This design comes from an exercise in tuning for small area, a short achievable clock period and few clock cycles on the open sky130 flow, not from production work. RTL that was checked went through simulation tests only; none was proved equivalent to the original. Only the layout flow was run in runs 1 and 4; the RTL was not checked for function there. Power is estimated from default activity; no workload was simulated.

[flow/design.v]
module passende_enc (
    input  wire        clk,
    input  wire        rst,             
    input  wire [6:0]  cfg_dpg,
    input  wire [1:0]  cfg_round,       
    input  wire [5:0]  cfg_mask_len,
    input  wire [62:0] cfg_mask,
    input  wire        cmd_valid,
    output wire        cmd_ready,
    input  wire [7:0]  cmd,
    input  wire [31:0] op_min,
    input  wire [31:0] op_max,
    input  wire [31:0] op_val,
    input  wire [31:0] op_n,
    output wire        rsp_valid,
    input  wire        rsp_ready,
    output wire [1:0]  rsp_kind,
    output wire [31:0] rsp_cnt,
    output wire        out_valid,
    input  wire        out_ready,
    output wire [7:0]  out_char
);
    localparam [31:0] POLY = 32'hEDB88320;
    localparam [3:0] S_IDLE = 4'b0001;    
    localparam [3:0] S_PREP = 4'b0010;    
    localparam [3:0] S_RUN  = 4'b0100;    
    localparam [3:0] S_RSP  = 4'b1000;    
    localparam [1:0] M_DATA  = 2'd0;
    localparam [1:0] M_CHECK = 2'd1;
    localparam [1:0] M_PAD   = 2'd2;
    reg [62:0] mask;
    reg [5:0]  mlen;            
    reg [6:0]  dpg;
    reg        pg;              
    reg        pc;              
    reg [31:0] crc;
    reg [4:0]  pa;              
    reg [31:0] ccount;          
    reg [5:0]  cs;              
    reg [4:0]  sacc;            
    reg [4:0]  nb;              
    reg [6:0]  rem;             
    reg        started;         
    reg [3:0]  state;
    reg [1:0]  mode;
    reg [31:0] cnt;             
    reg [31:0] vlow;            
    reg        vneg;            
    reg        vgt;             
    reg        vswp;            
    reg        negA;            
    reg        gtA;             
    reg [4:0]  dix;             
    reg [5:0]  da;              
    reg        dvalid;          
    reg        kind;
    reg        ov;
    reg        osep;
    reg [7:0]  ochar;
    function [7:0] sym_char;
        input [4:0] v;
        begin
            if (v < 5'd26)
                sym_char = 8'h41 + {3'b000, v};
            else case (v)
                5'd26:   sym_char = "2";
                5'd27:   sym_char = "3";
                5'd28:   sym_char = "6";
                5'd29:   sym_char = "7";
                5'd30:   sym_char = "8";
                default: sym_char = "9";
            endcase
        end
    endfunction
    function [31:0] crc_g;
        input [4:0] x;
        begin
            crc_g = (x[0] ? POLY : 32'd0) ^ (x[1] ? (POLY >> 1) : 32'd0) ^
                    (x[2] ? (POLY >> 2) : 32'd0) ^ (x[3] ? (POLY >> 3) : 32'd0) ^
                    (x[4] ? (POLY >> 4) : 32'd0);
        end
    endfunction
    function [4:0] win36;
        input [35:0] v;
        input [4:0]  s;
        reg [19:0] a;
        reg [11:0] b;
        reg [7:0]  c;
        reg [5:0]  d;
        begin
            a = s[4] ? v[35:16] : v[19:0];
            b = s[3] ? a[19:8]  : a[11:0];
            c = s[2] ? b[11:4]  : b[7:0];
            d = s[1] ? c[7:2]   : c[5:0];
            win36 = s[0] ? d[5:1] : d[4:0];
        end
    endfunction
    function [4:0] win68;
        input [67:0] v;
        input [5:0]  s;
        reg [35:0] a;
        begin
            a = s[5] ? v[67:32] : v[35:0];
            win68 = win36(a, s[4:0]);
        end
    endfunction
    function [33:0] sub33;
        input [32:0] a;
        input [32:0] b;
        reg [32:0] g, p, h;
        reg [31:0] G, P, Gn, Pn;
        reg [32:0] c;
        integer i, l, m;
        begin
            h = a ^ ~b;
            g = a & ~b;
            p = h;
            G = g[31:0];
            P = p[31:0];
            for (l = 0; l < 5; l = l + 1) begin
                Gn = G;
                Pn = P;
                for (i = 0; i < 32; i = i + 1) begin
                    if ((i >> l) & 1) begin
                        m = ((i >> l) << l) - 1;
                        Gn[i] = G[i] | (P[i] & G[m]);
                        Pn[i] = P[i] & P[m];
                    end
                end
                G = Gn;
                P = Pn;
            end
            c = {G | P, 1'b1};
            sub33 = {~(h[32] ^ G[31]), h ^ c};
        end
    endfunction
    function [31:0] below_or;
        input [31:0] x;
        reg [31:0] o, on;
        integer i, l, m;
        begin
            o = x;
            for (l = 0; l < 5; l = l + 1) begin
                on = o;
                for (i = 0; i < 32; i = i + 1) begin
                    if ((i >> l) & 1) begin
                        m = ((i >> l) << l) - 1;
                        on[i] = o[i] | o[m];
                    end
                end
                o = on;
            end
            below_or = {o[30:0], 1'b0};
        end
    endfunction
    wire is_init   = (cmd == 8'h00);
    wire is_wbit   = ((cmd & 8'hEF) == 8'h01);
    wire is_wint   = ((cmd & 8'hDF) == 8'h02);
    wire is_wchk   = (cmd == 8'h03);
    wire is_wchkn  = (cmd == 8'h04);
    wire is_result = (cmd == 8'h05);
    wire is_nchk   = (cmd == 8'h06);
    wire legal     = is_init | is_wbit | is_wint | is_wchk | is_wchkn | is_result | is_nchk;
    wire idle   = state[0];
    wire run    = state[2];
    wire accept = idle & cmd_valid;
    wire       mask_on = (mlen != 6'd0);
    wire [4:0] mfun    = win68({5'd0, mask}, cs);
    wire [5:0] mr      = mlen - cs;               
    reg  [4:0] mw;
    integer j;
    reg  [2:0] wj;
    always @* begin
        for (j = 0; j < 5; j = j + 1) begin
            wj = j[2:0] - mr[2:0];
            if ((mr > j) || !mask_on)
                mw[j] = mask_on & mfun[j];
            else
                mw[j] = mask[wj[1:0]];
        end
    end
    wire [4:0] MW = {mw[0], mw[1], mw[2], mw[3], mw[4]};
    wire [4:0] cwin = win36({crc[3:0], crc}, pa);
    wire [4:0] RWc  = {cwin[0], cwin[1], cwin[2], cwin[3], cwin[4]};
    wire [31:0] dreg = vneg ? 32'd0 : (vgt ? cnt : vlow);
    wire [5:0]  dia  = da;
    wire [4:0]  RWd  = win68({28'd0, dreg, 4'b0000}, dia);
    wire [1:0] emode  = idle ? M_PAD : mode;
    wire [5:1] nd     = {nb[0], nb[1], nb[2], nb[3], nb[4]};   
    wire       rem_nz = (rem != 7'd0);
    wire       cnt_nz = (cnt != 32'd0);
    wire       cnt_big = (cnt[31:3] != 29'd0);
    wire [2:0] c3     = cnt[2:0];
    wire       cnt_ge = cnt_big | (nb[4] & (c3 != 3'd0)) | (nb[3] & (c3[2] | c3[1])) |
                        (nb[2] & (c3[2] | (c3[1] & c3[0]))) | (nb[1] & c3[2]) |
                        (nb[0] & c3[2] & (c3[1] | c3[0]));
    wire       dix_ge = nb[4] | (nb[3] & (dix != 5'd0)) | (nb[2] & (dix[4:1] != 4'd0)) |
                        (nb[1] & ((dix[4:2] != 3'd0) | (dix[1] & dix[0]))) |
                        (nb[0] & (dix[4:2] != 3'd0));
    wire       pad_work = ~nb[0] | (pg & rem_nz);
    reg        ge;              
    reg  [5:1] tph;             
    reg        has_work;
    reg  [4:0] RW;
    reg        src_dat;
    reg        src_chk;
    always @* begin
        ge       = 1'b1;
        tph      = 5'd0;
        has_work = 1'b0;
        RW       = 5'd0;
        src_dat  = 1'b0;
        src_chk  = 1'b0;
        case (emode)
        M_DATA: begin
            ge       = dix_ge;
            tph      = {1'b0, dix[1:0] == 2'd3, dix[1:0] == 2'd2, dix[1:0] == 2'd1, dix[1:0] == 2'd0};
            has_work = dvalid;
            RW       = RWd;
            src_dat  = 1'b1;
        end
        M_CHECK: begin
            ge       = cnt_ge;
            tph      = {1'b0, c3 == 3'd4, c3 == 3'd3, c3 == 3'd2, c3 == 3'd1};
            has_work = cnt_nz;
            RW       = RWc;
            src_chk  = 1'b1;
        end
        default: begin
            has_work = pad_work;
            RW       = pc ? RWc : 5'd0;
            src_chk  = pc;
        end
        endcase
    end
    wire [5:1] th = ge ? nd : tph;                
    wire [4:0] lmn = {nb[0], nb[0] | nb[1], nb[0] | nb[1] | nb[2], ~nb[4], 1'b1};
    wire [4:0] W   = (RW ^ MW) & lmn;
    wire [4:0] sym = sacc | W;
    wire [4:0] nbp;
    assign nbp[0] = 1'b0;
    assign nbp[1] = nb[0] & tph[1];
    assign nbp[2] = (nb[0] & tph[2]) | (nb[1] & tph[1]);
    assign nbp[3] = (nb[0] & tph[3]) | (nb[1] & tph[2]) | (nb[2] & tph[1]);
    assign nbp[4] = (nb[0] & tph[4]) | (nb[1] & tph[3]) | (nb[2] & tph[2]) | (nb[3] & tph[1]);
    wire [4:0] lmp    = {nbp[0], nbp[0] | nbp[1], nbp[0] | nbp[1] | nbp[2], ~nbp[4], 1'b1};
    wire [4:0] sacc_p = sacc | (W & ~lmp);
    wire       dpg_on = (dpg != 7'd0);
    wire       sep_c  = dpg_on & ~rem_nz & started;
    wire [6:0] rem_c  = (rem_nz ? rem : dpg) - 7'd1;
    wire [4:0] xd  = ge ? (RW & lmn) : (dreg[4:0] & {1'b0, tph[4], tph[4] | tph[3],
                                                     tph[4] | tph[3] | tph[2], 1'b1});
    wire [31:0] crc_sh = ({32{th[1]}} & (crc >> 1)) | ({32{th[2]}} & (crc >> 2)) |
                         ({32{th[3]}} & (crc >> 3)) | ({32{th[4]}} & (crc >> 4)) |
                         ({32{th[5]}} & (crc >> 5));
    wire [31:0] crc_step = crc_sh ^ crc_g(xd);
    wire [31:0] cc_lz   = below_or({3'b000, ~ccount[31:3]});
    wire [28:0] cc_hi1  = ccount[31:3] ^ ~cc_lz[28:0];      
    wire [3:0]  cc0     = {1'b0, ccount[2:0]};
    wire [3:0]  cc_loe  = ({4{th[1]}} & (cc0 + 4'd1)) | ({4{th[2]}} & (cc0 + 4'd2)) |
                          ({4{th[3]}} & (cc0 + 4'd3)) | ({4{th[4]}} & (cc0 + 4'd4)) |
                          ({4{th[5]}} & (cc0 + 4'd5));
    wire [31:0] cc_e    = {cc_loe[3] ? cc_hi1 : ccount[31:3], cc_loe[2:0]};
    wire [3:0]  cc_lo1  = cc0 + 4'd1;
    wire [31:0] cc_1    = {cc_lo1[3] ? cc_hi1 : ccount[31:3], cc_lo1[2:0]};
    wire [4:0]  pa_z    = ({5{nb[0]}} & pa)          | ({5{nb[1]}} & (pa + 5'd1)) |
                          ({5{nb[2]}} & (pa + 5'd2)) | ({5{nb[3]}} & (pa + 5'd3)) |
                          ({5{nb[4]}} & (pa + 5'd4));
    wire [4:0]  pa_dp   = ({5{nbp[1]}} & 5'd31) | ({5{nbp[2]}} & 5'd30) |
                          ({5{nbp[3]}} & 5'd29) | ({5{nbp[4]}} & 5'd28);
    wire [4:0]  pa_d1   = ({5{nb[0]}} & 5'd31) | ({5{nb[1]}} & 5'd30) |
                          ({5{nb[2]}} & 5'd29) | ({5{nb[3]}} & 5'd28);
    wire [5:0]  top_a   = ({6{nb[0]}} & {1'b0, top})          | ({6{nb[1]}} & ({1'b0, top} + 6'd1)) |
                          ({6{nb[2]}} & ({1'b0, top} + 6'd2)) | ({6{nb[3]}} & ({1'b0, top} + 6'd3)) |
                          ({6{nb[4]}} & ({1'b0, top} + 6'd4));
    wire [31:0] cn_lz   = below_or({3'b000, cnt[31:3]});
    wire [28:0] cn_hi1  = cnt[31:3] ^ ~cn_lz[28:0];         
    wire [3:0]  cn0     = {1'b0, c3};
    wire [3:0]  cn_lo   = ({4{nd[1]}} & (cn0 - 4'd1)) | ({4{nd[2]}} & (cn0 - 4'd2)) |
                          ({4{nd[3]}} & (cn0 - 4'd3)) | ({4{nd[4]}} & (cn0 - 4'd4)) |
                          ({4{nd[5]}} & (cn0 - 4'd5));
    wire [31:0] cn_e    = {cn_lo[3] ? cn_hi1 : cnt[31:3], cn_lo[2:0]};
    wire [4:0]  dix_e   = ({5{nd[1]}} & (dix - 5'd1)) | ({5{nd[2]}} & (dix - 5'd2)) |
                          ({5{nd[3]}} & (dix - 5'd3)) | ({5{nd[4]}} & (dix - 5'd4)) |
                          ({5{nd[5]}} & (dix - 5'd5));
    wire        dvl_e   = (nd[1] & (dix != 5'd0)) | (nd[2] & (dix[4:1] != 4'd0)) |
                          (nd[3] & ((dix[4:2] != 3'd0) | (dix[1] & dix[0]))) |
                          (nd[4] & (dix[4:2] != 3'd0)) |
                          (nd[5] & ((dix[4:3] != 2'd0) | (dix[2] & (dix[1] | dix[0]))));
    wire [5:0] cs_5 = (mr > 6'd5) ? (cs + 6'd5) : (6'd5 - mr);
    wire [7:0] char_e = sym_char(sym);
    wire       c_1    = |({nb[0], nb[1], nb[2], nb[3], nb[4]} & RWc);
    wire       m_1    = |({nb[0], nb[1], nb[2], nb[3], nb[4]} & MW);
    wire       b_in   = is_wbit ? cmd[4] : c_1;
    wire       w1     = b_in ^ m_1;
    wire       full1  = nb[4];
    wire [7:0] char_0 = sym_char(sacc);
    wire [7:0] char_1 = sym_char(sacc | 5'd1);
    wire [4:0] one_n  = {nb[0], nb[1], nb[2], nb[3], nb[4]};
    wire [31:0] crc_1 = (crc >> 1) ^ (cmd[4] ? POLY : 32'd0);
    wire [32:0] A = {cmd[5] & op_min[31], op_min};
    wire [32:0] B = {cmd[5] & op_max[31], op_max};
    wire [32:0] V = {cmd[5] & op_val[31], op_val};
    wire [33:0] sBA = sub33(B, A);
    wire [33:0] sVA = sub33(V, A);
    wire [33:0] sVB = sub33({negA, vlow}, {vswp, cnt});
    wire [31:0] span = cnt ^ ({32{vswp}} & below_or(cnt));
    reg  [4:0]  top;
    integer k;
    always @* begin
        top = 5'd0;
        for (k = 0; k < 32; k = k + 1)
            if (span[k]) top = k[4:0];
    end
    reg [62:0] mask_i;
    reg [5:0]  mlen_i;
    integer q;
    always @* begin
        mask_i = cfg_mask;
        mlen_i = cfg_mask_len;
        case (cfg_mask_len)
        6'd1: begin mlen_i = 6'd5; for (q = 0; q < 8; q = q + 1) mask_i[q] = cfg_mask[0];     end
        6'd2: begin mlen_i = 6'd6; for (q = 0; q < 8; q = q + 1) mask_i[q] = cfg_mask[q % 2]; end
        6'd3: begin mlen_i = 6'd6; for (q = 0; q < 8; q = q + 1) mask_i[q] = cfg_mask[q % 3]; end
        6'd4: begin mlen_i = 6'd8; for (q = 0; q < 8; q = q + 1) mask_i[q] = cfg_mask[q % 4]; end
        default: ;
        endcase
    end
    wire can_push = ~ov | (out_ready & ~osep);
    wire fire     = run & has_work & can_push;
    wire step_e   = fire | (accept & is_result & pad_work);
    wire step_1   = accept & (is_wbit | is_wchk);
    assign cmd_ready = idle;
    assign rsp_valid = state[3];
    assign rsp_kind  = {1'b0, kind};
    assign rsp_cnt   = ccount;
    assign out_valid = ov;
    assign out_char  = osep ? 8'h20 : ochar;
    always @(posedge clk) begin
        if (rst) begin
            state   <= S_IDLE;
            crc     <= 32'hFFFFFFFF;
            pa      <= 5'd0;
            cs      <= 6'd0;
            sacc    <= 5'd0;
            nb      <= 5'b00001;
            rem     <= 7'd0;
            started <= 1'b0;
            ccount  <= 32'd0;
            mlen    <= 6'd0;
            dpg     <= 7'd0;
            pg      <= 1'b0;
            pc      <= 1'b0;
            ov      <= 1'b0;
        end else begin
            if (ov & out_ready) begin
                if (osep) osep <= 1'b0;
                else      ov   <= 1'b0;
            end
            if (step_e) begin
                if (src_dat) begin
                    crc <= crc_step;
                    pa  <= ge ? 5'd0 : pa_dp;
                end else if (src_chk) begin
                    if (ge) pa <= pa + 5'd5;
                    ccount <= cc_e;
                end else begin
                    pa  <= pa_z;
                end
                if (emode == M_CHECK) cnt <= cn_e;
                if (emode == M_DATA) begin
                    dix    <= dix_e;
                    da     <= da - 6'd5;
                    dvalid <= ge & dvl_e;
                end
                if (ge) begin
                    if (mask_on) cs <= cs_5;
                    sacc  <= 5'd0;
                    nb    <= 5'b00001;
                    if (dpg_on) rem <= rem_c;
                    started <= 1'b1;
                    ov    <= 1'b1;
                    osep  <= sep_c;
                    ochar <= char_e;
                end else begin
                    sacc  <= sacc_p;
                    nb    <= nbp;
                end
            end
            if (step_1) begin
                if (is_wbit) begin
                    crc <= crc_1;
                    pa  <= full1 ? 5'd0 : pa_d1;
                end else begin
                    if (full1) pa <= pa + 5'd5;
                    ccount <= cc_1;
                end
                if (full1) begin
                    if (mask_on) cs <= cs_5;
                    sacc  <= 5'd0;
                    nb    <= 5'b00001;
                    if (dpg_on) rem <= rem_c;
                    started <= 1'b1;
                    ov    <= 1'b1;
                    osep  <= sep_c;
                    ochar <= w1 ? char_1 : char_0;
                end else begin
                    sacc  <= w1 ? (sacc | one_n) : sacc;
                    nb    <= {nb[3:0], 1'b0};
                end
            end
            case (1'b1)
            state[0]: if (cmd_valid) begin
                kind  <= ~legal;
                state <= S_RSP;
                if (is_init) begin
                    mask    <= mask_i;
                    mlen    <= mlen_i;
                    dpg     <= cfg_dpg;
                    pg      <= cfg_round[0];
                    pc      <= cfg_round[1];
                    crc     <= 32'hFFFFFFFF;
                    pa      <= 5'd0;
                    cs      <= 6'd0;
                    sacc    <= 5'd0;
                    nb      <= 5'b00001;
                    rem     <= 7'd0;
                    started <= 1'b0;
                    ccount  <= 32'd0;
                end
                if ((is_wbit | is_wchk) & full1) begin
                    mode  <= M_CHECK;
                    cnt   <= 32'd0;
                    state <= S_RUN;
                end
                if (is_wchkn) begin
                    mode <= M_CHECK;
                    cnt  <= op_n;
                    if (op_n != 32'd0) state <= S_RUN;
                end
                if (is_result) begin
                    mode <= M_PAD;
                    if (pad_work) state <= S_RUN;
                end
                if (is_wint) begin
                    cnt   <= sBA[31:0];
                    vswp  <= sBA[32];
                    vlow  <= sVA[31:0];
                    negA  <= sVA[32];
                    gtA   <= sVA[33];
                    state <= S_PREP;
                end
            end
            state[1]: begin
                mode   <= M_DATA;
                cnt    <= span;
                if (vswp) vlow <= sVB[31:0];
                vneg   <= vswp ? sVB[32] : negA;
                vgt    <= vswp ? gtA : sVB[33];
                dix    <= top;
                da     <= top_a;
                dvalid <= cnt_nz;
                state  <= cnt_nz ? S_RUN : S_RSP;
            end
            state[2]: begin
                if ((~has_work & can_push) | (fire & ~ge))
                    state <= S_RSP;
            end
            state[3]: if (rsp_ready) state <= S_IDLE;
            endcase
        end
    end
endmodule
[flow/flow/run.sh]
#!/bin/bash
set -euo pipefail
bash standard.sh SETUP_SLACK_MARGIN=5.5 finish > standard_flow.log 2>&1
[flow/standard.sh]
#!/bin/bash
# synth_recipe.tcl (not shown) runs the flow's synth.tcl, then flattens the netlist and writes it again
# the make line also repeats each setting of config.mk as NAME=value (left out here)
make -C /OpenROAD-flow-scripts/flow DESIGN_CONFIG=/design/flow/config.mk WORK_HOME=/design/flow/orfs CLKGATE_MAP_FILE= SYNTH_SCRIPT=/design/flow/synth_recipe.tcl "${@:-finish}"
[flow/config.mk]
export PLATFORM = sky130hd
export DESIGN_NAME = passende_enc
export DESIGN_NICKNAME = passende_enc
export VERILOG_FILES = /design/flow/design.v
export SDC_FILE = /design/flow/constraint.sdc
export NUM_CORES = 4
export LEC_CHECK = 0
export CAP_MARGIN = 20
export CORE_MARGIN = 2
export CORE_UTILIZATION = 25
export PLACE_DENSITY = 0.5
export SETUP_SLACK_MARGIN = 5
export SLEW_MARGIN = 20
export TNS_END_PERCENT = 5
[flow/constraint.sdc]
create_clock -name core_clock -period 10.0 [get_ports {clk}]
set_input_delay 2.0000 -clock core_clock [delete_from_list [all_inputs] [get_ports {clk}]]
set_output_delay 2.0000 -clock core_clock [all_outputs]
set_load 0.01 [all_outputs]
==> results of run 1 <==
how the worst max path moves through the flow:
| stage | endpoint | slack [ps] | cells past startpoint |
|---|---|---|---|
| detailed placement | cnt[30]$_DFFE_PN_ | 3600 | 15 |
| global placement | cnt[30]$_DFFE_PN_ | 3670 | 15 |
| global route | da[4]$_DFFE_PN_ | 5210 | 18 |
| floorplan | mask[0]$_DFFE_PP_ | 5180 | 7 |
| CTS | ccount[24]$_SDFF_PP0_ | 5000 | 12 |
| finish | cnt[30]$_DFFE_PN_ | 5360 | 12 |
routing by layer:
layer	track usage, %	routed length, um
met3	3.75	7710
met1	25.3	45400
met4	4.67	2270
met5	0	69
met2	28.7	46600
through the flow:
stage                     instance area [um^2]  std cells
after floorplan                          26000       3171
after global placement                   29800       4630
after detailed placement                 29800       4630
after CTS                                32100       4754
after global routing                     33000       4800
final                                    33000       4800
critical path, stage by stage:
cell                              delay [ps]
sky130_fd_sc_hd__clkdlybuf4s50_1         450
sky130_fd_sc_hd__ha_4                    290
sky130_fd_sc_hd__nand3_2                 100
sky130_fd_sc_hd__or4b_4                  560
sky130_fd_sc_hd__a21oi_4                 230
sky130_fd_sc_hd__o21ai_2                 110
sky130_fd_sc_hd__o211ai_1                130
sky130_fd_sc_hd__a41oi_2                 240
sky130_fd_sc_hd__o21ai_4                 260
sky130_fd_sc_hd__a31oi_4                 130
sky130_fd_sc_hd__or4_1                   420
sky130_fd_sc_hd__o311ai_1                100
Yosys cell counts, types with 13 or more instances:
| cell | number | area share (%) |
|---|---|---|
| sky130_fd_sc_hd__nor2_1 | 274 | 4.0 |
| sky130_fd_sc_hd__nand2_1 | 306 | 4.4 |
| sky130_fd_sc_hd__or3_1 | 26 | 0.63 |
| sky130_fd_sc_hd__o21bai_1 | 13 | 0.38 |
| sky130_fd_sc_hd__ha_1 | 175 | 8.4 |
| sky130_fd_sc_hd__o22ai_1 | 36 | 0.87 |
| sky130_fd_sc_hd__xnor2_1 | 130 | 4.4 |
| sky130_fd_sc_hd__nand3_1 | 79 | 1.5 |
| sky130_fd_sc_hd__a211oi_1 | 33 | 0.95 |
| sky130_fd_sc_hd__nor3_1 | 82 | 1.6 |
| sky130_fd_sc_hd__a221oi_1 | 25 | 0.84 |
| sky130_fd_sc_hd__nand2b_1 | 33 | 0.79 |
| sky130_fd_sc_hd__a32oi_1 | 18 | 0.61 |
| sky130_fd_sc_hd__a222oi_1 | 30 | 1.2 |
| sky130_fd_sc_hd__nor4_1 | 31 | 0.75 |
| sky130_fd_sc_hd__a21oi_1 | 221 | 4.3 |
| sky130_fd_sc_hd__and2_1 | 26 | 0.63 |
| sky130_fd_sc_hd__mux4_2 | 43 | 3.7 |
| sky130_fd_sc_hd__o21a_1 | 20 | 0.58 |
| sky130_fd_sc_hd__o21ai_0 | 186 | 3.6 |
| sky130_fd_sc_hd__o221ai_1 | 26 | 0.88 |
| sky130_fd_sc_hd__a31oi_1 | 38 | 0.92 |
| sky130_fd_sc_hd__buf_1 | 16 | 0.23 |
| sky130_fd_sc_hd__clkbuf_1 | 180 | 2.6 |
| sky130_fd_sc_hd__nor2b_1 | 32 | 0.77 |
| sky130_fd_sc_hd__a22oi_1 | 67 | 1.9 |
| sky130_fd_sc_hd__dfxtp_1 | 113 | 8.7 |
| sky130_fd_sc_hd__or2_2 | 14 | 0.34 |
| sky130_fd_sc_hd__o31ai_1 | 24 | 0.69 |
| sky130_fd_sc_hd__buf_2 | 16 | 0.31 |
| sky130_fd_sc_hd__nand4_1 | 33 | 0.79 |
| sky130_fd_sc_hd__inv_1 | 139 | 2.0 |
| sky130_fd_sc_hd__mux2i_1 | 73 | 2.8 |
| sky130_fd_sc_hd__xor2_1 | 78 | 2.6 |
| sky130_fd_sc_hd__and3_1 | 26 | 0.63 |
| sky130_fd_sc_hd__a21o_1 | 44 | 1.3 |
| sky130_fd_sc_hd__edfxtp_1 | 156 | 18 |
| sky130_fd_sc_hd__mux2_2 | 42 | 1.8 |
| sky130_fd_sc_hd__o21ai_1 | 25 | 0.48 |
| sky130_fd_sc_hd__o211ai_1 | 31 | 0.90 |
flip-flops by register name, summed over array words and instances, names as in the netlist, 4 cells and up:
register / count
pa: 5
nb: 5
rem: 7
sacc: 5
ccount: 32
ochar: 8
mask: 63
cnt: 32
dpg: 7
da: 6
state: 4
cs: 6
dix: 5
vlow: 32
crc: 32
mlen: 6
repair_timing:
item | 4_1_cts | 5_1_grt
hold endpoints to repair | 0 | 0
hold buffers | 0 | 0
endpoints found under the setup margin | 251 | 248
pin swaps | 38 | 41
gates resized for setup | 124 | 134
buffers inserted | 59 | 40
gates cloned | 1 | 2
cell families (layout without fill, tap and decap cells):
family,count (synthesis),count (layout),share of synthesized area (%)
compound gates,958,958,24.7
simple gates,1021,1021,18.7
other cells,1,5,0.0144
xor+xnor,209,209,7.07
fa+ha+maj,176,176,8.51
buf+inv,373,618,5.63
flops,269,269,26.7
mux,164,164,8.64
layout make-up:
type                       count  area (um^2)
multi-input combinational   2529        18600
timing repair inverter         1         7.51
sequential                   269         6960
tap                         1380         1730
antenna                        4         10.0
fill                       11000        70300
clock inverter                15          269
clock buffer                  49         1000
inverter                     149          581
timing repair buffer         404         3820
where the power goes:
| part | internal, mW | switching [mW] | leakage (nW) | total (mW) |
|---|---|---|---|---|
| Clock | 0.866 | 0.573 | 0.618 | 1.44 |
| Combinational | 0.315 | 0.358 | 9.02 | 0.673 |
| Sequential | 1.20 | 0.0371 | 2.36 | 1.23 |
==> run_results.csv, run 1 <==
group,metric,value,unit
global_route,grt_antenna_before_repair,12,
worst_hold_path,hold_path_end,"pg$_SDFFE_PP0P_",
routing,totalWireLength,102000,um
routing,detailedRoute.firstIterationViolations,2616,
worst_hold_path,worst_hold_startpoint,"pg$_SDFFE_PP0P_",
sta,fmax,216,MHz
placed_design,gp_congestion,0.932,
floorplanning,ios,264,
global_route,grt_start_max_net_pins,64,
worst_setup_path,timing.critical_path.arrival,5030,ps
synth,synthCells,3171,
synth,number_of_distinct_library_cells_after_synthesis,97,
routing,viasPerCell,5.46,
sta,fin_ws,5360,ps
worst_setup_path,critPathCaptureType,"flip-flop",
routing,route.detailed.drc,0,
clocking,worstSkewPairLatency,580,ps
synth,synth_flop_cell,"sky130_fd_sc_hd__edfxtp_1",
global_route,grt_pass1_vias,24700,
final_layout,areaGrowthSynthToFinish,27.1,%
sta,worst_slew_slack_as_a_fraction_of_its_limit,19.3,%
clocking,clock_tree.root_cell,"sky130_fd_sc_hd__clkbuf_16",
final_layout,mostFrequentLayoutCell,"sky130_fd_sc_hd__nand2_1",
clocking,cts_max_path_buffers,3,
synth,ys_async_sr_fraction,0,%
clocking,cts.sinks,269,
job,timing.max_cap.violations,0,
worst_setup_path,critical_path_peak_fanout,4,
worst_hold_path,worstHoldPathCells,2,
floorplanning,num_rows,118,
routing,route.vias.total,26200,
global_route,globalRouteTotalUtil,18.2,%
sta,hold_ws,474,ps
global_route,grt_pass1_wl,153000,um
worst_setup_path,crit_start,"op_max[10]",
power,cellPowerDensity,101,nW/um^2
power,worst_ir_drop_vdd,0.0898,mV
floorplanning,floorplan.core_area,103000,um^2
placed_design,port-buffer-count,262,
synth,ys_seq_area_share,26.7,%
floorplanning,floorplan.initialDensity,25.1,%
sta,grt_setup_unrepaired,"yes",
clocking,cts-buffers-inserted,35,
sta,setup_viol_count_final,0,
floorplanning,dieArea,107000,um^2
worst_setup_path,critical_path_rt,10390,ps
sta,report.final.hold_viol_count,0,
placed_design,place_worst_setup_slack,3600,ps
worst_setup_path,reg2reg_to,"crc[24]$_SDFF_PP1_",
synth,synthesis.nets,3566,
floorplanning,chip_height,326,um
sta,finalClockSkew,31.0,ps
placed_design,dpl.hpwl,73000,um
worst_setup_path,reg2reg_from,"cnt[1]$_DFFE_PN_",
routing,drt-wirelength-per-cell,21.2,um
clocking,htree_levels,2,
sta,timing.setup.tns,0,ps
worst_hold_path,min_path_type,"flip-flop to flip-flop",
clocking,cts.reportedPaths.clkPinSlew,60,ps
worst_setup_path,critical_path_class,"input port to flip-flop",
routing,detailedRoute.firstPassIterationCount,10,
status,result_of_the_run,"complete, no violations",
final_layout,design.final.nets,3784,
final_layout,post_route_cells_drive_above_1_share,14.3,%
global_route,grt-ovfl-total,0,
final_layout,final_core_utilization,31.9,%
synth,synthesis.area_per_instance,8.19,um^2
sta,worstMarginPinSlew,1200,ps
routing,route.antenna.remaining_nets,0,
synth,count_of_flip_flops_with_a_built_in_enable_after_synthesis,156,
sta,drv_slew,0,
synth,mappedNetlistArea,26000,um^2
sta,period_minus_slack,4640,ps
floorplanning,dieWidth,326,um
final_layout,most_frequent_cells_in_the_layout,"sky130_fd_sc_hd__nand2_1 (304), sky130_fd_sc_hd__nor2_1 (262), sky130_fd_sc_hd__clkdlybuf4s50_1 (231)",
power,power.leakage,12.0,nW
worst_setup_path,setup.reg_to_reg.worst_slack,5500,ps
worst_setup_path,kind_of_launch_point_of_the_worst_setup_path,"input port",
worst_setup_path,worst_r2r_path_depth,16,
synth,synth_seq_cells,269,
power,power.total,3.34,mW
sta,post_route_clock_period_utilization,46.4,%
synth,yosys_warnings,1,
clocking,tritoncts,"done",
==> inputs of run 2 (changes only) <==
--- a/flow/design.v
+++ b/flow/design.v
@@ -50,7 +50,6 @@
     reg        vswp;            
     reg        negA;            
     reg        gtA;             
-    reg [4:0]  dix;             
     reg [5:0]  da;              
     reg        dvalid;          
     reg        kind;
@@ -194,9 +193,14 @@
     wire       cnt_ge = cnt_big | (nb[4] & (c3 != 3'd0)) | (nb[3] & (c3[2] | c3[1])) |
                         (nb[2] & (c3[2] | (c3[1] & c3[0]))) | (nb[1] & c3[2]) |
                         (nb[0] & c3[2] & (c3[1] | c3[0]));
-    wire       dix_ge = nb[4] | (nb[3] & (dix != 5'd0)) | (nb[2] & (dix[4:1] != 4'd0)) |
-                        (nb[1] & ((dix[4:2] != 3'd0) | (dix[1] & dix[0]))) |
-                        (nb[0] & (dix[4:2] != 3'd0));
+    wire       dix_ge = (da[5:2] != 4'd0);       
+    wire [1:0] d2     = da[1:0];
+    wire [5:1] tpd    = {1'b0,
+                         nb[0] & (d2 == 2'd3),
+                         (nb[0] & (d2 == 2'd2)) | (nb[1] & (d2 == 2'd3)),
+                         (nb[0] & (d2 == 2'd1)) | (nb[1] & (d2 == 2'd2)) | (nb[2] & (d2 == 2'd3)),
+                         (nb[0] & (d2 == 2'd0)) | (nb[1] & (d2 == 2'd1)) | (nb[2] & (d2 == 2'd2)) |
+                         (nb[3] & (d2 == 2'd3))};
     wire       pad_work = ~nb[0] | (pg & rem_nz);
     reg        ge;              
     reg  [5:1] tph;             
@@ -214,7 +218,7 @@
         case (emode)
         M_DATA: begin
             ge       = dix_ge;
-            tph      = {1'b0, dix[1:0] == 2'd3, dix[1:0] == 2'd2, dix[1:0] == 2'd1, dix[1:0] == 2'd0};
+            tph      = tpd;
             has_work = dvalid;
             RW       = RWd;
             src_dat  = 1'b1;
@@ -254,8 +258,7 @@
                          ({32{th[3]}} & (crc >> 3)) | ({32{th[4]}} & (crc >> 4)) |
                          ({32{th[5]}} & (crc >> 5));
     wire [31:0] crc_step = crc_sh ^ crc_g(xd);
-    wire [31:0] cc_lz   = below_or({3'b000, ~ccount[31:3]});
-    wire [28:0] cc_hi1  = ccount[31:3] ^ ~cc_lz[28:0];      
+    wire [28:0] cc_hi1  = ccount[31:3] + 29'd1;
     wire [3:0]  cc0     = {1'b0, ccount[2:0]};
     wire [3:0]  cc_loe  = ({4{th[1]}} & (cc0 + 4'd1)) | ({4{th[2]}} & (cc0 + 4'd2)) |
                           ({4{th[3]}} & (cc0 + 4'd3)) | ({4{th[4]}} & (cc0 + 4'd4)) |
@@ -273,20 +276,13 @@
     wire [5:0]  top_a   = ({6{nb[0]}} & {1'b0, top})          | ({6{nb[1]}} & ({1'b0, top} + 6'd1)) |
                           ({6{nb[2]}} & ({1'b0, top} + 6'd2)) | ({6{nb[3]}} & ({1'b0, top} + 6'd3)) |
                           ({6{nb[4]}} & ({1'b0, top} + 6'd4));
-    wire [31:0] cn_lz   = below_or({3'b000, cnt[31:3]});
-    wire [28:0] cn_hi1  = cnt[31:3] ^ ~cn_lz[28:0];         
+    wire [28:0] cn_hi1  = cnt[31:3] - 29'd1;
     wire [3:0]  cn0     = {1'b0, c3};
     wire [3:0]  cn_lo   = ({4{nd[1]}} & (cn0 - 4'd1)) | ({4{nd[2]}} & (cn0 - 4'd2)) |
                           ({4{nd[3]}} & (cn0 - 4'd3)) | ({4{nd[4]}} & (cn0 - 4'd4)) |
                           ({4{nd[5]}} & (cn0 - 4'd5));
     wire [31:0] cn_e    = {cn_lo[3] ? cn_hi1 : cnt[31:3], cn_lo[2:0]};
-    wire [4:0]  dix_e   = ({5{nd[1]}} & (dix - 5'd1)) | ({5{nd[2]}} & (dix - 5'd2)) |
-                          ({5{nd[3]}} & (dix - 5'd3)) | ({5{nd[4]}} & (dix - 5'd4)) |
-                          ({5{nd[5]}} & (dix - 5'd5));
-    wire        dvl_e   = (nd[1] & (dix != 5'd0)) | (nd[2] & (dix[4:1] != 4'd0)) |
-                          (nd[3] & ((dix[4:2] != 3'd0) | (dix[1] & dix[0]))) |
-                          (nd[4] & (dix[4:2] != 3'd0)) |
-                          (nd[5] & ((dix[4:3] != 2'd0) | (dix[2] & (dix[1] | dix[0]))));
+    wire        dvl_e   = (da[5:3] != 3'd0) | (da[2] & (da[1] | da[0]));    
     wire [5:0] cs_5 = (mr > 6'd5) ? (cs + 6'd5) : (6'd5 - mr);
     wire [7:0] char_e = sym_char(sym);
     wire       c_1    = |({nb[0], nb[1], nb[2], nb[3], nb[4]} & RWc);
@@ -369,7 +365,6 @@
                 end
                 if (emode == M_CHECK) cnt <= cn_e;
                 if (emode == M_DATA) begin
-                    dix    <= dix_e;
                     da     <= da - 6'd5;
                     dvalid <= ge & dvl_e;
                 end
@@ -457,7 +452,6 @@
                 if (vswp) vlow <= sVB[31:0];
                 vneg   <= vswp ? sVB[32] : negA;
                 vgt    <= vswp ? gtA : sVB[33];
-                dix    <= top;
                 da     <= top_a;
                 dvalid <= cnt_nz;
                 state  <= cnt_nz ? S_RUN : S_RSP;
--- a/flow/config.mk
+++ b/flow/config.mk
@@ -7,8 +7,8 @@
 export LEC_CHECK = 0
 export CAP_MARGIN = 20
 export CORE_MARGIN = 2
-export CORE_UTILIZATION = 25
-export PLACE_DENSITY = 0.5
+export CORE_UTILIZATION = 40
+export PLACE_DENSITY = 0.6
 export SETUP_SLACK_MARGIN = 5
 export SLEW_MARGIN = 20
 export TNS_END_PERCENT = 5
==> run 2 against run 1 <==
Still clean on timing, DRC and antenna. Core utilization up 19 points. Register-to-register slack got worse by 30 ps. Wire length decreased by 8.3%. Clock-buffer cell count grew 2. Critical path depth grew 13. Cell count down 15%. Maximum frequency shrank 1.6%. Global-route usage up 9.9 points. Power decreased by 1.5%. Sequential share of layout area increased by 0.75 points. Worst hold slack improved by 4.0 ps. Critical path type unchanged. Critical endpoint is now vlow[14]$_DFFE_PP_.
==> run_results.csv, run 2 <==
group,metric,value,unit
placed_design,place_worst_setup_slack,3450,ps
power,worst_ir_drop_vdd,0.0626,mV
synth,yosys_warnings,1,
synth,ys_seq_area_share,27.5,%
synth,synth_seq_cells,264,
clocking,clock_tree.root_cell,"sky130_fd_sc_hd__clkbuf_16",
clocking,tritoncts,"done",
clocking,htree_levels,2,
clocking,cts_max_path_buffers,3,
final_layout,finalNonFillerCells,4102,
routing,route.vias.total,25300,
routing,detailedRoute.firstIterationViolations,2739,
placed_design,port-buffer-count,262,
sta,grt_setup_unrepaired,"yes",
routing,viasPerCell,6.18,
final_layout,areaGrowthSynthToFinish,26.4,%
synth,number_of_distinct_library_cells_after_synthesis,90,
sta,report.final.hold_viol_count,0,
global_route,grt_pass1_wl,141000,um
power,power.leakage,11.7,nW
sta,fmax,212,MHz
worst_setup_path,timing.critical_path.arrival,5010,ps
final_layout,post_route_cells_drive_above_1_share,15.6,%
placed_design,placed_cells,3916,
routing,drt-wirelength-per-cell,22.8,um
synth,synthesis.nets,3405,
placed_design,post_dp_cell_area,27900,um^2
worst_setup_path,critical_path_peak_fanout,3,
clocking,worstSkewPairLatency,560,ps
synth,synth_flop_cell,"sky130_fd_sc_hd__edfxtp_1",
clocking,cts-buffers-inserted,36,
worst_hold_path,min_path_type,"flip-flop to flip-flop",
sta,timing.setup.tns,0,ps
sta,worst_slew_slack_as_a_fraction_of_its_limit,21.7,%
worst_setup_path,critPathCaptureType,"flip-flop",
routing,totalWireLength,93600,um
final_layout,largest_register_ffs,63,
floorplanning,floorplan.initialDensity,40.2,%
floorplanning,num_rows,91,
sta,drv_slew,0,
clocking,cts.reportedPaths.clkPinSlew,60,ps
clocking,cts.sinks,264,
global_route,grt_pass1_vias,23900,
synth,ys_top_cells_by_count,"sky130_fd_sc_hd__nand2_1 (291), sky130_fd_sc_hd__nor2_1 (291), sky130_fd_sc_hd__a21oi_1 (208)",
global_route,grt_antenna_before_repair,3,
routing,route.detailed.drc,0,
sta,worstMarginPinSlew,1170,ps
status,result_of_the_run,"complete, no violations",
synth,synthCells,3025,
routing,detailedRoute.firstPassIterationCount,9,
sta,period_minus_slack,4720,ps
power,cellPowerDensity,106,nW/um^2
final_layout,design_area,31200,um^2
sta,setup_viol_count_final,0,
floorplanning,dieArea,63700,um^2
floorplanning,chip_height,252,um
sta,post_route_clock_period_utilization,47.2,%
floorplanning,ios,264,
synth,mappedNetlistArea,24700,um^2
job,timing.max_cap.violations,0,
global_route,globalRouteTotalUtil,28.1,%
final_layout,most_frequent_cells_in_the_layout,"sky130_fd_sc_hd__nand2_1 (279), sky130_fd_sc_hd__nor2_1 (279), sky130_fd_sc_hd__clkdlybuf4s50_1 (220)",
synth,synth_area_leader_cell,"sky130_fd_sc_hd__edfxtp_1",
worst_setup_path,critical_path_rt,10290,ps
floorplanning,floorplan.core_area,61400,um^2
synth,ys_async_sr_fraction,0,%
worst_setup_path,kind_of_launch_point_of_the_worst_setup_path,"input port",
worst_setup_path,critical_path_class,"input port to flip-flop",
placed_design,dpl.hpwl,66400,um
global_route,grt_start_max_net_pins,64,
final_layout,design.final.nets,3665,
synth,synth_largest_type_area_fraction,18.4,%
final_layout,max_flop_register,"mask",
sta,fin_ws,5280,ps
global_route,grt-ovfl-total,0,
placed_design,gp_congestion,0.957,
synth,count_of_flip_flops_with_a_built_in_enable_after_synthesis,151,
synth,netlist_top_cells_area,"sky130_fd_sc_hd__edfxtp_1 (18%), sky130_fd_sc_hd__dfxtp_1 (9.2%), sky130_fd_sc_hd__ha_1 (8.1%)",
synth,synthesis.area_per_instance,8.16,um^2
floorplanning,dieWidth,252,um
sta,finalClockSkew,23.0,ps
routing,route.antenna.remaining_nets,0,
run 2: logic make-up after synthesis:
| logic type | share of synthesized area [%] |
|---|---|
| AOI/OAI and AO/OA | 24.4 |
| muxes | 7.37 |
| and+or+nand+nor | 18.8 |
| DFF | 27.5 |
| xor gates and xnor gates | 8.23 |
| buffers and inverters | 5.46 |
| adders and majority gates | 8.19 |
| other | 0.0152 |
run 2: area by class of cell:
cell class                 count  area, um^2
clock inverter                12         163
timing repair buffer         417        3950
tap                          790         988
sequential                   264        6820
multi-input combinational   2418       17700
inverter                     148         567
antenna                        2        5.00
clock buffer                  51         998
fill                        5762       30100
run 2: through the flow:
step	utilization (%)	hold slack [ps]	total power, mW
4_1_cts	49.2	478	3.25
3_3_place_gp	45.5	454	1.88
2_1_floorplan	-	436	1.64
3_5_place_dp	45.5	464	1.89
6_report	50.9	478	3.30
5_1_grt	50.9	504	3.42
run 2: repair_timing:
action | in CTS | in global routing
pin swaps | 40 | 75
resized for setup | 147 | 176
hold buffers | 0 | 0
endpoints found under the setup margin | 214 | 193
buffers inserted | 66 | 51
cloned | 3 | 1
run 2: power breakdown:
part	internal [mW]	switching, mW	leakage [nW]	total [mW]
Combinational	0.358	0.401	8.83	0.759
Clock	0.777	0.533	0.561	1.31
Sequential	1.18	0.0503	2.32	1.23
Total	2.31	0.985	11.7	3.30
run 2: final timing paths:
check,startpoint,endpoint,slack [ps],depth (start not counted)
worst min-delay path,dpg[0]$_SDFFE_PP0P_,dpg[0]$_SDFFE_PP0P_,480,2
worst max register to register,cnt[0]$_DFFE_PP_,da[4]$_DFFE_PN_,5470,20
worst max-delay path,op_min[9],vlow[14]$_DFFE_PP_,5280,25
worst min register to register,dpg[0]$_SDFFE_PP0P_,dpg[0]$_SDFFE_PP0P_,480,2
run 2: critical path, stage by stage:
cell and delay, ps:
sky130_fd_sc_hd__buf_6 70, sky130_fd_sc_hd__inv_4 30, sky130_fd_sc_hd__ha_4 260, sky130_fd_sc_hd__a21o_1 120, sky130_fd_sc_hd__a21o_1 190, sky130_fd_sc_hd__a21oi_4 80, sky130_fd_sc_hd__buf_4 130, sky130_fd_sc_hd__buf_6 100
sky130_fd_sc_hd__buf_4 130, sky130_fd_sc_hd__buf_4 120, sky130_fd_sc_hd__buf_4 120, sky130_fd_sc_hd__buf_4 120, sky130_fd_sc_hd__buf_4 130, sky130_fd_sc_hd__buf_6 110, sky130_fd_sc_hd__buf_4 130, sky130_fd_sc_hd__buf_4 130
sky130_fd_sc_hd__buf_4 130, sky130_fd_sc_hd__buf_6 100, sky130_fd_sc_hd__buf_6 110, sky130_fd_sc_hd__o31ai_4 60, sky130_fd_sc_hd__a21o_1 190, sky130_fd_sc_hd__a21o_1 210, sky130_fd_sc_hd__xor2_1 100, sky130_fd_sc_hd__nand2_1 70
sky130_fd_sc_hd__o21ai_1 60
run 2: metal layers:
layer  global-route usage (%)  routed length, um
met1                     37.0              38600
met5                        0                 13
met3                     4.16               7470
met4                     10.4               3820
met2                     46.6              43600
Testbench counts of run 2, summed over its fixed seeds: cycles 16,110.
==> inputs of run 3 (changes only) <==
--- a/flow/config.mk
+++ b/flow/config.mk
@@ -7,8 +7,8 @@
 export LEC_CHECK = 0
 export CAP_MARGIN = 20
 export CORE_MARGIN = 2
-export CORE_UTILIZATION = 40
-export PLACE_DENSITY = 0.6
+export CORE_UTILIZATION = 25
+export PLACE_DENSITY = 0.5
 export SETUP_SLACK_MARGIN = 5
 export SLEW_MARGIN = 20
 export TNS_END_PERCENT = 5
==> run 3 against run 2 <==
Still clean on timing, DRC and antenna. First-iteration DRC count shrank 12%. Wire length increased by 4.9%. Power down 0.46%. Clock-buffer cell count is 1 lower. Design area rose by 1.7%. Clock power about the same. Non-clock buffer count unchanged. Clock skew decreased by 11 ps. Setup slack better by 120 ps.
==> run_results.csv, run 3 <==
group,metric,value,unit
sta,worst_slew_slack_as_a_fraction_of_its_limit,17.9,%
global_route,grt_antenna_before_repair,1,
synth,synthCells,3025,
clocking,cts_max_path_buffers,3,
synth,count_of_flip_flops_with_a_built_in_enable_after_synthesis,151,
worst_setup_path,critPathCaptureType,"flip-flop",
clocking,worstSkewPairLatency,560,ps
placed_design,post_dp_cell_area,28500,um^2
global_route,grt_util_met3,2.93,%
status,result_of_the_run,"complete, no violations",
final_layout,most_frequent_cells_in_the_layout,"sky130_fd_sc_hd__nand2_1 (282), sky130_fd_sc_hd__nor2_1 (279), sky130_fd_sc_hd__clkdlybuf4s50_1 (232)",
routing,route.antenna.remaining_nets,0,
clocking,ctsHoldBuffers,0,
worst_setup_path,critical_path_peak_fanout,4,
synth,number_of_distinct_library_cells_after_synthesis,90,
global_route,gr-max-usage-layer,"met2",
floorplanning,dieArea,101000,um^2
global_route,globalRouteTotalUtil,18.2,%
final_layout,post_route_cells_drive_above_1_share,15.5,%
job,timing.max_cap.violations,0,
final_layout,ff_latch_area,6820,um^2
global_route,gr-usage-met1,24.5,%
sta,hold_ws,467,ps
synth,ys_async_sr_fraction,0,%
worst_setup_path,setup.reg_to_reg.worst_slack,5560,ps
synth,ys_top_cells_by_count,"sky130_fd_sc_hd__nand2_1 (291), sky130_fd_sc_hd__nor2_1 (291), sky130_fd_sc_hd__a21oi_1 (208)",
synth,synthesis.area_per_instance,8.16,um^2
final_layout,design.final.nets,3665,
power,power.leakage,11.5,nW
sta,worstMarginPinSlew,1220,ps
sta,fmax,217,MHz
worst_setup_path,critical_path_rt,10320,ps
power,power.total,3.28,mW
floorplanning,num_rows,115,
sta,grt_setup_unrepaired,"yes",
placed_design,port-buffer-count,262,
routing,viasPerCell,5.38,
global_route,grt_start_max_net_pins,67,
sta,timing.setup.tns,0,ps
synth,mappedNetlistArea,24700,um^2
clocking,htree_levels,2,
worst_setup_path,critical_path_class,"input port to flip-flop",
final_layout,areaGrowthSynthToFinish,28.6,%
final_layout,multiInputGateArea,17700,um^2
floorplanning,floorplan.initialDensity,25.2,%
placed_design,dpl.hpwl,70000,um
floorplanning,chip_height,318,um
global_route,grt_pass1_vias,23200,
sta,period_minus_slack,4600,ps
global_route,grt_pass1_wl,145000,um
sta,drv_slew,0,
routing,detailedRoute.firstIterationViolations,2399,
synth,synth_flop_cell,"sky130_fd_sc_hd__edfxtp_1",
final_layout,max_flop_register,"mask",
synth,yosys_warnings,1,
sta,setup_viol_count_final,0,
sta,finalClockSkew,11.5,ps
clocking,cts-buffers-inserted,36,
final_layout,largest_register_ffs,63,
clocking,tritoncts,"done",
synth,netlist_top_cells_area,"sky130_fd_sc_hd__edfxtp_1 (18%), sky130_fd_sc_hd__dfxtp_1 (9.2%), sky130_fd_sc_hd__ha_1 (8.1%)",
worst_setup_path,timing.critical_path.arrival,4920,ps
floorplanning,dieWidth,318,um
floorplanning,floorplan.core_area,98100,um^2
global_route,grt_use_met2,29.9,%
sta,report.final.hold_viol_count,0,
power,worst_ir_drop_vdd,0.119,mV
clocking,clock_tree.root_cell,"sky130_fd_sc_hd__clkbuf_16",
final_layout,number_of_inserted_filler_cells_in_the_final_layout,10300,
final_layout,design_area,31700,um^2
routing,detailedRoute.firstPassIterationCount,9,
routing,drt-wirelength-per-cell,21.3,um
synth,synth_seq_cells,264,
synth,synthesis.nets,3405,
global_route,grt-ovfl-total,0,
sta,post_route_clock_period_utilization,46.0,%
final_layout,mostFrequentLayoutCell,"sky130_fd_sc_hd__nand2_1",
synth,synth_area_leader_cell,"sky130_fd_sc_hd__edfxtp_1",
worst_hold_path,min_path_type,"flip-flop to flip-flop",
floorplanning,ios,264,
synth,synth_largest_type_area_fraction,18.4,%
worst_setup_path,kind_of_launch_point_of_the_worst_setup_path,"input port",
routing,route.detailed.drc,0,
power,cellPowerDensity,103,nW/um^2
clocking,cts.sinks,264,
routing,route.vias.total,24700,
clocking,cts.reportedPaths.clkPinSlew,60,ps
routing,totalWireLength,98100,um
synth,ys_seq_area_share,27.5,%
placed_design,gp_congestion,0.913,
-- run 3: through the flow --
stage | cells | setup slack, ps | utilization, %
floorplan | 3025 | 5140 | -
CTS | 4532 | 5370 | 31.3
global route | 4596 | 5330 | 32.3
finish | 4598 | 5400 | 32.4
detailed placement | 4414 | 3450 | 29.1
global placement | 4414 | 3340 | 29.1
-- run 3: critical path, stage by stage --
cell                              delay [ps]
sky130_fd_sc_hd__clkdlybuf4s50_1         510
sky130_fd_sc_hd__ha_4                    230
sky130_fd_sc_hd__a21oi_2                 130
sky130_fd_sc_hd__o21ai_2                  90
sky130_fd_sc_hd__a211oi_4                230
sky130_fd_sc_hd__buf_6                   160
sky130_fd_sc_hd__o21ai_2                  50
sky130_fd_sc_hd__a41o_1                  260
sky130_fd_sc_hd__o41a_1                  420
sky130_fd_sc_hd__a22o_1                  290
sky130_fd_sc_hd__or3_1                   310
sky130_fd_sc_hd__a31o_2                  230
-- run 3: worst paths after layout --
path | from | to | depth (start not counted)
max | op_val[13] | vlow[30]$_DFFE_PP_ | 12
max reg2reg | cnt[24]$_DFFE_PN_ | cs[0]$_SDFF_PP0_ | 11
min | pg$_SDFFE_PP0P_ | pg$_SDFFE_PP0P_ | 2
min reg2reg | pg$_SDFFE_PP0P_ | pg$_SDFFE_PP0P_ | 2
-- run 3: repair_timing --
action	4_1_cts	5_1_grt
cloned	3	2
resized for setup	177	125
pin swaps	51	61
endpoints found under the setup margin	226	109
buffers inserted	53	62
-- run 3: kinds of logic (layout without fill, tap and decap cells) --
group	count (synthesis)	after routing	share of synthesized area, %
multiplexers	139	139	7.37
buffers and inverters	345	627	5.46
XOR/XNOR	230	230	8.23
AND/OR/NAND/NOR	978	979	18.8
adder cells (fa/ha/maj)	161	161	8.19
other	1	3	0.0152
AO/OA/AOI/OAI	907	908	24.4
flip-flops	264	264	27.5
-- run 3: power by group --
part	switching [mW]	internal, mW	total (mW)
Clock	0.543	0.766	1.31
Sequential	0.0451	1.18	1.22
Combinational	0.402	0.349	0.751
Total	0.990	2.29	3.28
-- run 3: metal layers --
metal | vias up | part of all wire (%)
li1 | 11800 | -
met1 | 11900 | 43
met2 | 924 | 46
met3 | 138 | 7.4
met4 | 0 | 3.2
met5 | - | 0
-- run 3: area by class of cell --
class,instances,area share [%]
Multi-Input combinational cell,2418,55.7
Sequential cell,264,21.5
Timing Repair Buffer,417,12.3
Tap cell,1287,5.07
Clock buffer,50,3.20
Inverter,148,1.80
Clock inverter,12,0.441
Antenna cell,2,0.0158
==> inputs of run 4 (changes only) <==
--- a/flow/design.v
+++ b/flow/design.v
@@ -263,9 +263,7 @@
     wire [3:0]  cc_loe  = ({4{th[1]}} & (cc0 + 4'd1)) | ({4{th[2]}} & (cc0 + 4'd2)) |
                           ({4{th[3]}} & (cc0 + 4'd3)) | ({4{th[4]}} & (cc0 + 4'd4)) |
                           ({4{th[5]}} & (cc0 + 4'd5));
-    wire [31:0] cc_e    = {cc_loe[3] ? cc_hi1 : ccount[31:3], cc_loe[2:0]};
     wire [3:0]  cc_lo1  = cc0 + 4'd1;
-    wire [31:0] cc_1    = {cc_lo1[3] ? cc_hi1 : ccount[31:3], cc_lo1[2:0]};
     wire [4:0]  pa_z    = ({5{nb[0]}} & pa)          | ({5{nb[1]}} & (pa + 5'd1)) |
                           ({5{nb[2]}} & (pa + 5'd2)) | ({5{nb[3]}} & (pa + 5'd3)) |
                           ({5{nb[4]}} & (pa + 5'd4));
@@ -284,14 +282,11 @@
     wire [31:0] cn_e    = {cn_lo[3] ? cn_hi1 : cnt[31:3], cn_lo[2:0]};
     wire        dvl_e   = (da[5:3] != 3'd0) | (da[2] & (da[1] | da[0]));    
     wire [5:0] cs_5 = (mr > 6'd5) ? (cs + 6'd5) : (6'd5 - mr);
-    wire [7:0] char_e = sym_char(sym);
     wire       c_1    = |({nb[0], nb[1], nb[2], nb[3], nb[4]} & RWc);
     wire       m_1    = |({nb[0], nb[1], nb[2], nb[3], nb[4]} & MW);
     wire       b_in   = is_wbit ? cmd[4] : c_1;
     wire       w1     = b_in ^ m_1;
     wire       full1  = nb[4];
-    wire [7:0] char_0 = sym_char(sacc);
-    wire [7:0] char_1 = sym_char(sacc | 5'd1);
     wire [4:0] one_n  = {nb[0], nb[1], nb[2], nb[3], nb[4]};
     wire [31:0] crc_1 = (crc >> 1) ^ (cmd[4] ? POLY : 32'd0);
     wire [32:0] A = {cmd[5] & op_min[31], op_min};
@@ -326,6 +321,9 @@
     wire fire     = run & has_work & can_push;
     wire step_e   = fire | (accept & is_result & pad_work);
     wire step_1   = accept & (is_wbit | is_wchk);
+    wire [7:0]  char_e  = sym_char(step_1 ? {sacc[4:1], w1} : sym);
+    wire [3:0]  cc_lo   = step_1 ? cc_lo1 : cc_loe;
+    wire [31:0] cc_next = {cc_lo[3] ? cc_hi1 : ccount[31:3], cc_lo[2:0]};
     assign cmd_ready = idle;
     assign rsp_valid = state[3];
     assign rsp_kind  = {1'b0, kind};
@@ -359,7 +357,7 @@
                     pa  <= ge ? 5'd0 : pa_dp;
                 end else if (src_chk) begin
                     if (ge) pa <= pa + 5'd5;
-                    ccount <= cc_e;
+                    ccount <= cc_next;
                 end else begin
                     pa  <= pa_z;
                 end
@@ -388,7 +386,7 @@
                     pa  <= full1 ? 5'd0 : pa_d1;
                 end else begin
                     if (full1) pa <= pa + 5'd5;
-                    ccount <= cc_1;
+                    ccount <= cc_next;
                 end
                 if (full1) begin
                     if (mask_on) cs <= cs_5;
@@ -398,7 +396,7 @@
                     started <= 1'b1;
                     ov    <= 1'b1;
                     osep  <= sep_c;
-                    ochar <= w1 ? char_1 : char_0;
+                    ochar <= char_e;
                 end else begin
                     sacc  <= w1 ? (sacc | one_n) : sacc;
                     nb    <= {nb[3:0], 1'b0};
==> run 4 against run 3 <==
Die area fell by 0.30%. Highest routed layer is now met5. Synthesized cell count fell by 2.0%. First-iteration DRC count rose by 4.0%. Sequential power barely moved. Register-to-register slack got worse by 120 ps. Non-clock buffer count fell by 33. Maximum frequency barely moved. Global-route usage rose by 0.59 points. Design area fell by 2.0%. Largest cell class unchanged. Worst hold slack got worse by 24 ps.
==> run_results.csv, run 4 <==
group,metric,value,unit
status,result_of_the_run,"complete, no violations",
final_layout,number_of_inserted_filler_cells_in_the_final_layout,10300,
sta,finalClockSkew,27.7,ps
floorplanning,dieWidth,318,um
clocking,cts_max_path_buffers,3,
synth,post-synth-top-count-cell,"sky130_fd_sc_hd__nand2_1",
worst_setup_path,setup.reg_to_reg.worst_slack,5440,ps
floorplanning,ios,264,
power,cellPowerDensity,109,nW/um^2
routing,totalWireLength,99600,um
sta,hold_ws,443,ps
sta,timing.setup.tns,0,ps
synth,synth_area_leader_cell,"sky130_fd_sc_hd__edfxtp_1",
worst_setup_path,critical_path_class,"input port to flip-flop",
sta,fmax,218,MHz
routing,detailedRoute.firstPassIterationCount,8,
floorplanning,num_rows,115,
synth,synthesis.nets,3336,
synth,ys_seq_area_share,27.6,%
final_layout,largest_register_ffs,63,
clocking,tritoncts,"done",
sta,fin_ws,5400,ps
worst_setup_path,critPathCaptureType,"flip-flop",
worst_setup_path,reg2reg_from,"mlen[0]$_SDFFE_PP0P_",
routing,detailedRoute.firstIterationViolations,2494,
synth,ys_async_sr_fraction,0,%
routing,route.detailed.drc,0,
final_layout,design.final.nets,3563,
synth,synthCells,2964,
worst_setup_path,reg2reg_to,"ochar[0]$_DFFE_PN_",
clocking,clock_tree.root_cell,"sky130_fd_sc_hd__clkbuf_16",
placed_design,dpl.hpwl,73400,um
placed_design,port-buffer-count,262,
sta,worstMarginPinSlew,1120,ps
synth,mappedNetlistArea,24600,um^2
worst_hold_path,min_path_type,"flip-flop to flip-flop",
global_route,grt_start_max_net_pins,79,
sta,setup_viol_count_final,0,
synth,count_of_flip_flops_with_a_built_in_enable_after_synthesis,151,
sta,period_minus_slack,4600,ps
clocking,htree_levels,2,
routing,route.antenna.remaining_nets,0,
global_route,grt_antenna_before_repair,6,
global_route,grt_pass1_wl,149000,um
synth,yosys_warnings,1,
global_route,globalRouteTotalUtil,18.8,%
floorplanning,floorplan.core_area,98000,um^2
power,power.leakage,11.2,nW
synth,number_of_distinct_library_cells_after_synthesis,102,
placed_design,gp_congestion,0.940,
worst_setup_path,timing.critical_path.arrival,4920,ps
global_route,grt-ovfl-total,0,
routing,route.vias.total,24900,
worst_setup_path,critical_path_peak_fanout,5,
sta,drv_slew,0,
placed_design,place_worst_setup_slack,3510,ps
final_layout,max_flop_register,"mask",
clocking,cts.reportedPaths.clkPinSlew,60,ps
synth,synth_seq_cells,264,
worst_setup_path,critical_path_rt,10320,ps
clocking,worstSkewPairLatency,580,ps
worst_hold_path,worst_hold_startpoint,"sacc[0]$_SDFF_PP0_",
synth,synth_largest_type_area_fraction,18.4,%
worst_hold_path,hold_path_end,"sacc[0]$_SDFF_PP0_",
floorplanning,chip_height,318,um
sta,post_route_clock_period_utilization,46.0,%
job,timing.max_cap.violations,0,
clocking,cts-buffers-inserted,36,
power,worst_ir_drop_vdd,0.0928,mV
floorplanning,dieArea,101000,um^2
synth,synth_flop_cell,"sky130_fd_sc_hd__edfxtp_1",
sta,grt_setup_unrepaired,"yes",
worst_setup_path,worst_r2r_path_depth,18,
final_layout,most_frequent_cells_in_the_layout,"sky130_fd_sc_hd__clkdlybuf4s50_1 (245), sky130_fd_sc_hd__nand2_1 (242), sky130_fd_sc_hd__nor2_1 (224)",
global_route,grt_pass1_vias,23500,
routing,drt-wirelength-per-cell,22.1,um
synth,netlist_top_cells_area,"sky130_fd_sc_hd__edfxtp_1 (18%), sky130_fd_sc_hd__dfxtp_1 (9.2%), sky130_fd_sc_hd__ha_1 (7.7%)",
floorplanning,floorplan.initialDensity,25.1,%
worst_setup_path,kind_of_launch_point_of_the_worst_setup_path,"input port",
final_layout,areaGrowthSynthToFinish,26.4,%
clocking,cts.sinks,264,
synth,synthesis.area_per_instance,8.31,um^2
sta,report.final.hold_viol_count,0,
sta,worst_slew_slack_as_a_fraction_of_its_limit,24.0,%
final_layout,post_route_cells_drive_above_1_share,12.4,%
synth,ys_top_cells_by_count,"sky130_fd_sc_hd__nand2_1 (247), sky130_fd_sc_hd__nor2_1 (233), sky130_fd_sc_hd__a21oi_1 (204)",
worst_hold_path,worstHoldPathCells,2,
final_layout,mostFrequentLayoutCell,"sky130_fd_sc_hd__clkdlybuf4s50_1",
routing,viasPerCell,5.52,
[run 4: cell count changes after synthesis, moves of 15 or more]
cell,before,now
sky130_fd_sc_hd__nor2_1,291,233
sky130_fd_sc_hd__o22ai_1,40,25
sky130_fd_sc_hd__nand2_1,291,247
sky130_fd_sc_hd__mux2_2,32,13
sky130_fd_sc_hd__or3_1,26,49
[run 4: logic make-up after synthesis]
group / share of synthesized area, %
AO/OA/AOI/OAI: 26.5
AND/OR/NAND/NOR: 17.7
buffers and inverters: 5.44
flip-flops: 27.6
XOR/XNOR: 7.75
adder cells (fa/ha/maj): 7.81
multiplexers: 7.20
other: 0.0152
[run 4: worst max-delay path by stage]
| stage | from | end | slack (ps) | cells after the start |
|---|---|---|---|---|
| floorplan | cmd[3] | ochar[0]$_DFFE_PN_ | 4610 | 12 |
| global placement | cmd[3] | ochar[0]$_DFFE_PN_ | 3590 | 12 |
| detailed placement | cmd[3] | ochar[0]$_DFFE_PN_ | 3510 | 12 |
| CTS | op_min[6] | vlow[31]$_DFFE_PP_ | 5410 | 11 |
| global route | cnt[19]$_DFFE_PN_ | da[4]$_DFFE_PN_ | 5240 | 15 |
| finish | op_val[1] | vlow[15]$_DFFE_PP_ | 5400 | 14 |
[run 4: cell type report]
| type | instances | area (um^2) | area share [%] |
|---|---|---|---|
| multi-input combinational | 2357 | 17200 | 55.4 |
| sequential | 264 | 6820 | 21.9 |
| timing repair buffer | 384 | 3630 | 11.7 |
| tap | 1287 | 1610 | 5.18 |
| clock buffer | 58 | 1150 | 3.68 |
| inverter | 147 | 558 | 1.79 |
| clock inverter | 7 | 106 | 0.342 |
| timing repair inverter | 1 | 5.00 | 0.0161 |
| antenna | 2 | 5.00 | 0.0161 |
[run 4: power by group]
group          switching [mW]  internal (mW)
sequential             0.0385           1.18
clock                   0.553          0.839
combinational           0.441          0.350
total                    1.03           2.37
[run 4: critical path: stages]
cell,delay [ps]
sky130_fd_sc_hd__clkdlybuf4s50_1,440
sky130_fd_sc_hd__ha_1,360
sky130_fd_sc_hd__a21o_1,130
sky130_fd_sc_hd__a21o_1,100
sky130_fd_sc_hd__a21o_1,150
sky130_fd_sc_hd__a21oi_1,90
sky130_fd_sc_hd__o211ai_1,180
sky130_fd_sc_hd__buf_4,210
sky130_fd_sc_hd__nand3b_1,150
sky130_fd_sc_hd__a21bo_2,270
sky130_fd_sc_hd__a21boi_2,220
sky130_fd_sc_hd__nor4_1,70
sky130_fd_sc_hd__a41o_1,210
sky130_fd_sc_hd__or3_1,330
[run 4: per-stage QoR]
step	cells	area (um^2)	utilization [%]	power, mW
detailed placement	4360	28400	29.0	1.96
finish	4507	31100	31.8	3.40
CTS	4488	30800	31.5	3.41
global placement	4360	28400	29.0	1.96
floorplan	2964	24600	-	1.68
global route	4507	31100	31.8	3.54
[run 4: timing repair]
| action | CTS | global route |
|---|---|---|
| setup buffers | 63 | 16 |
| hold endpoints to repair | 0 | 0 |
| gates resized for setup | 162 | 29 |
| gates cloned | 0 | 1 |
| hold buffers | 0 | 0 |
| pin swaps | 49 | 19 |
| setup endpoints to repair | 186 | 76 |
[run 4: per-layer routing]
layer | up-vias | track usage [%] | routed length, um
met3 | 193 | 3.80 | 7660
met4 | 6 | 7.40 | 3990
met1 | 12000 | 25.4 | 43600
met2 | 1014 | 29.4 | 44300
met5 | - | 0 | 40
li1 | 11700 | - | -

[afterwards: timing with drivers on the ports]
Ports are ideal in the flow. The routed layouts listed here were re-timed in OpenROAD.
Step 1 sets driving cells, clkbuf_16 on the clock port and buf_2 on the other inputs (assumed; they add their load-dependent delay and slew).
Step 2 adds t to the input delays and takes it off the output delays; t is the mean of the earliest and latest rising clock arrival at the registers after step 1. Input paths then give back, and output paths get back, about the clock's delay inside the block.
Three values: ideal ports, drivers, drivers and shift; two values: the first two.
run	shift t [ns]	setup WS [ns]	worst register clock-pin slew, ns
run 1	0.629	5.362 / 5.399 / 4.771	0.07 / 0.07
run 2	0.611	5.284 / 5.307 / 4.696	0.06 / 0.06
run 3	0.615	5.400 / 5.318 / 4.703	0.06 / 0.06
run 4	0.638	5.402 / 5.431 / 4.793	0.06 / 0.06
After both steps every run listed still meets setup and hold. The setup slack of run 3, which loses most, moves by -0.082 ns with the drivers and by -0.697 ns with both steps.
